This design comes from an exercise in tuning for small area, a short achievable clock period and few clock cycles on the open sky130 flow, not from production work.
The clock port is modelled as an ideal driver; clocking choices that lean on that would not hold on a real chip.
No activity file was given, so power comes from the tool's default toggle rates.

job 2917:
Design cc1_codec, start of the top module:
module cc1_codec (
    input  wire        clk,
    input  wire        rst,           
    input  wire        cmd_valid,
    input  wire [31:0] cmd,
    output wire        ready,
    input  wire [7:0]  buf_we,
    input  wire [63:0] buf_wdata,
    input  wire [8:0]  arg_we,
    input  wire [71:0] arg_wdata,
    output wire [63:0] buf_q,
    output wire [71:0] arg_q,
    output wire [71:0] out_q,
    output wire [7:0]  res,
    output wire [7:0]  status
);
Settings: LEC_CHECK=0, CAP_MARGIN=20, CORE_MARGIN=2, CORE_UTILIZATION=40, PLACE_DENSITY=0.6, SLEW_MARGIN=20, SYNTH_HIERARCHICAL=1, SYNTH_MINIMUM_KEEP_SIZE=0, TNS_END_PERCENT=0; clock period 10.0 ns.
standard.sh (not shown) runs the stock make flow with config.mk's settings and CLKGATE_MAP_FILE= SYNTH_SCRIPT=/design/flow/synth_recipe.tcl, a recipe that flattens the netlist after the stock synthesis.
==> flow/flow/run.sh <==
#!/bin/bash
# ORFS layout via the standard.sh, in stages:
#  - port buffers from sky130_fd_sc_hd__buf_1 instead of the default cell;
#  - synthesis, floorplan and placement with the default setup margin;
set -euo pipefail
export BUFFER_PORTS_ARGS="-buffer_cell sky130_fd_sc_hd__buf_1"
bash standard.sh synth > make_synth.log 2>&1
bash standard.sh floorplan > make_floorplan.log 2>&1
bash standard.sh place > make_place.log 2>&1
export SETUP_SLACK_MARGIN=$(cat flow/margin.txt)
bash standard.sh > make_finish.log 2>&1
==> flow/flow/margin.txt <==
6.5
Input changes introduced in job 7640 (baseline for comparison: job 2917):
Settings: TNS_END_PERCENT removed (was 0).
--- a/flow/flow/run.sh
+++ b/flow/flow/run.sh
@@ -4,0 +5,5 @@
+#  - CTS and global routing with timing repair aiming for the setup margin in
+#    flow/margin.txt, followed by a power (area) recovery pass after CTS
+#    (flow/post_cts.tcl).
+# Each make invocation logs to its own file here; ORFS keeps per-step logs
+# under orfs/logs.
@@ -10,0 +16 @@
+export POST_CTS_TCL=$PWD/flow/post_cts.tcl
==> flow/flow/post_cts.tcl (new file) <==
# Area recovery after CTS timing repair: downsize cells off the critical
# paths while keeping the setup margin that the repair aimed for.
estimate_parasitics -placement
repair_timing -recover_power 100 -setup_margin $::env(SETUP_SLACK_MARGIN) -verbose
detailed_placement
check_placement -verbose
report_design_area
Results
Having completed the whole flow, job 7640 delivered a layout that passed the timing, design-rule and antenna checks.
Compared with job 2917, in job 7640 final critical path time including I/O delays and setup shows an increase of 17 ps, first-pass GRT wire length shows an increase of 0.67%.
Measured against each other, job 7640 and job 2917 differ in cell area after layout, the lower figure coming from job 2917.
Against job 2917 as the reference, job 7640 delivers a higher share of total power consumed by net switching.
Job 7640: part of the power in the clock network 0.6 points below job 2917
In the tables for job 7640 and job 2917, highest achievable clock rate reads lower with job 7640.
Re sequential share of layout area: job 2917 was higher than job 7640.
On job 7640: met3 layer usage reported by global route is 1.6 points higher than what job 2917 gave.
The inputs of job 7221 differ from those of job 7640 as listed below.
Settings: putting TNS_END_PERCENT at 0 where nothing was set.
--- a/flow/flow/run.sh
+++ b/flow/flow/run.sh
@@ -3,0 +4,2 @@
+#  - the three-input XOR/XNOR cells added to the platform's DONT_USE_CELLS,
+#    so the CRC networks map to faster two-input XORs;
@@ -12,3 +14,6 @@
-bash standard.sh synth > make_synth.log 2>&1
-bash standard.sh floorplan > make_floorplan.log 2>&1
-bash standard.sh place > make_place.log 2>&1
+base=$(make -s -C "$FLOW_HOME" DESIGN_CONFIG="$PWD/config.mk" WORK_HOME="$PWD/orfs" print-DONT_USE_CELLS 2> make_print.log | sed -n 's/^DONT_USE_CELLS: //p')
+du="DONT_USE_CELLS=$base sky130_fd_sc_hd__xor3_1 sky130_fd_sc_hd__xor3_2 sky130_fd_sc_hd__xor3_4 sky130_fd_sc_hd__xnor3_1 sky130_fd_sc_hd__xnor3_2 sky130_fd_sc_hd__xnor3_4"
+echo "$du" > dont_use.txt
+bash standard.sh synth "$du" > make_synth.log 2>&1
+bash standard.sh floorplan "$du" > make_floorplan.log 2>&1
+bash standard.sh place "$du" > make_place.log 2>&1
@@ -17 +22 @@
-bash standard.sh > make_finish.log 2>&1
+bash standard.sh finish "$du" > make_finish.log 2>&1
==> flow/flow/margin.txt <==
7.0
--- outcome ---
- Per the comparison of job 7221 with job 7640, total chip power decreased by 2.9% relative to the old numbers, count of inverters not on the clock network in the layout down 3.1%.
- Area after detailed placement: job 7221 and job 7640 compared, higher one is job 7640
- Job 7640 → job 7221: synthesized instance count now larger, net switching component of the power shrank by 4.0%, number of buffer and inverter stages on the critical path moved up.
- Of job 7221 and job 7640, it is job 7221 that has the lower post-route clock period utilization.
Changes in job 8558 relative to job 7221:
Settings: TNS_END_PERCENT no longer set, was 0.
--- a/flow/flow/run.sh
+++ b/flow/flow/run.sh
@@ -8 +8 @@
-#    flow/margin.txt, followed by a power (area) recovery pass after CTS
+#    flow/margin.txt, followed by a power (area) recovery pass after CTS that keeps the worst slack
==> flow/flow/margin.txt <==
6.5
==> flow/flow/post_cts.tcl <==
# Area recovery after CTS timing repair: downsize cells on paths whose setup
# slack is above the worst slack that the repair reached, so the worst path
# is kept and the rest give back area.
estimate_parasitics -placement
set ws [worst_slack -max]
puts "post_cts: worst setup slack $ws"
repair_timing -recover_power 100 -setup_margin [expr {$ws - 0.02}] -verbose
detailed_placement
check_placement -verbose
estimate_parasitics -placement
puts "post_cts: worst setup slack after recovery [worst_slack -max]"
report_design_area
Average detailed-routed wire length per instance, job 8558 and job 7221: lower on job 7221
Between job 7221 and job 8558, the cell count went up.
The wire length of the first global-routing pass in job 8558 was higher than what job 7221 gave.
Internal reg-to-reg setup slack, job 8558 and job 7221, higher one = job 7221.
Looking at number of antenna violations at the first check in global routing, job 8558 sits below job 7221.
Core utilization: job 8558 higher than job 7221
Setup changes, job 8558 to job 1650
--- a/flow/flow/run.sh
+++ b/flow/flow/run.sh
@@ -8 +8 @@
-#    flow/margin.txt, followed by a power (area) recovery pass after CTS that keeps the worst slack
+#    flow/margin.txt, followed by a power (area) recovery pass after CTS
==> flow/flow/post_cts.tcl <==
# Area recovery after CTS timing repair: downsize cells off the critical
# paths while keeping the setup margin that the repair aimed for.
estimate_parasitics -placement
repair_timing -recover_power 100 -setup_margin $::env(SETUP_SLACK_MARGIN) -verbose
detailed_placement
check_placement -verbose
report_design_area
==> notes.md <==
- Diff job 8558 -> job 1650: power shows no meaningful change, total non-filler cell area in the finished layout level, count of antenna diodes in the layout closely matched the old numbers, final worst clock skew about even.
- Global-route wire length before repair essentially unchanged between job 8558 and job 1650.
No functional check of the RTL was part of any run of this note.

==> separate check: timing with driven ports <==
No port has a modelled driver above. Below, the same layouts with a new extraction and two added sets of constraints. Step 1: set_driving_cell puts a clkbuf_16 on clk and a buf_2 on each other input, an assumption about the parent block. Step 2 times the ports against the registers' clock, not the clock port: input delays grow and output delays shrink by t, the midpoint of the rising clock arrivals with the driver on. Three values: ideal, step 1, step 2; two values: the first two.
run	t (ns)	setup WS [ns]	worst setup path after step 2	worst slew at a driven data input, ns	pins driven straight from the clock port
job 2917	0.641	6.031 / 6.031 / 5.454	input to register	0.16	1
job 7640	0.644	6.014 / 6.014 / 5.525	input to register	0.12	1
job 7221	0.638	6.072 / 6.102 / 5.464	input to register	0.07	1
job 8558	0.637	6.168 / 6.194 / 5.557	input to register	0.07	1
job 1650	0.637	6.168 / 6.194 / 5.557	input to register	0.07	1
After both steps setup and hold are still met in every run listed.
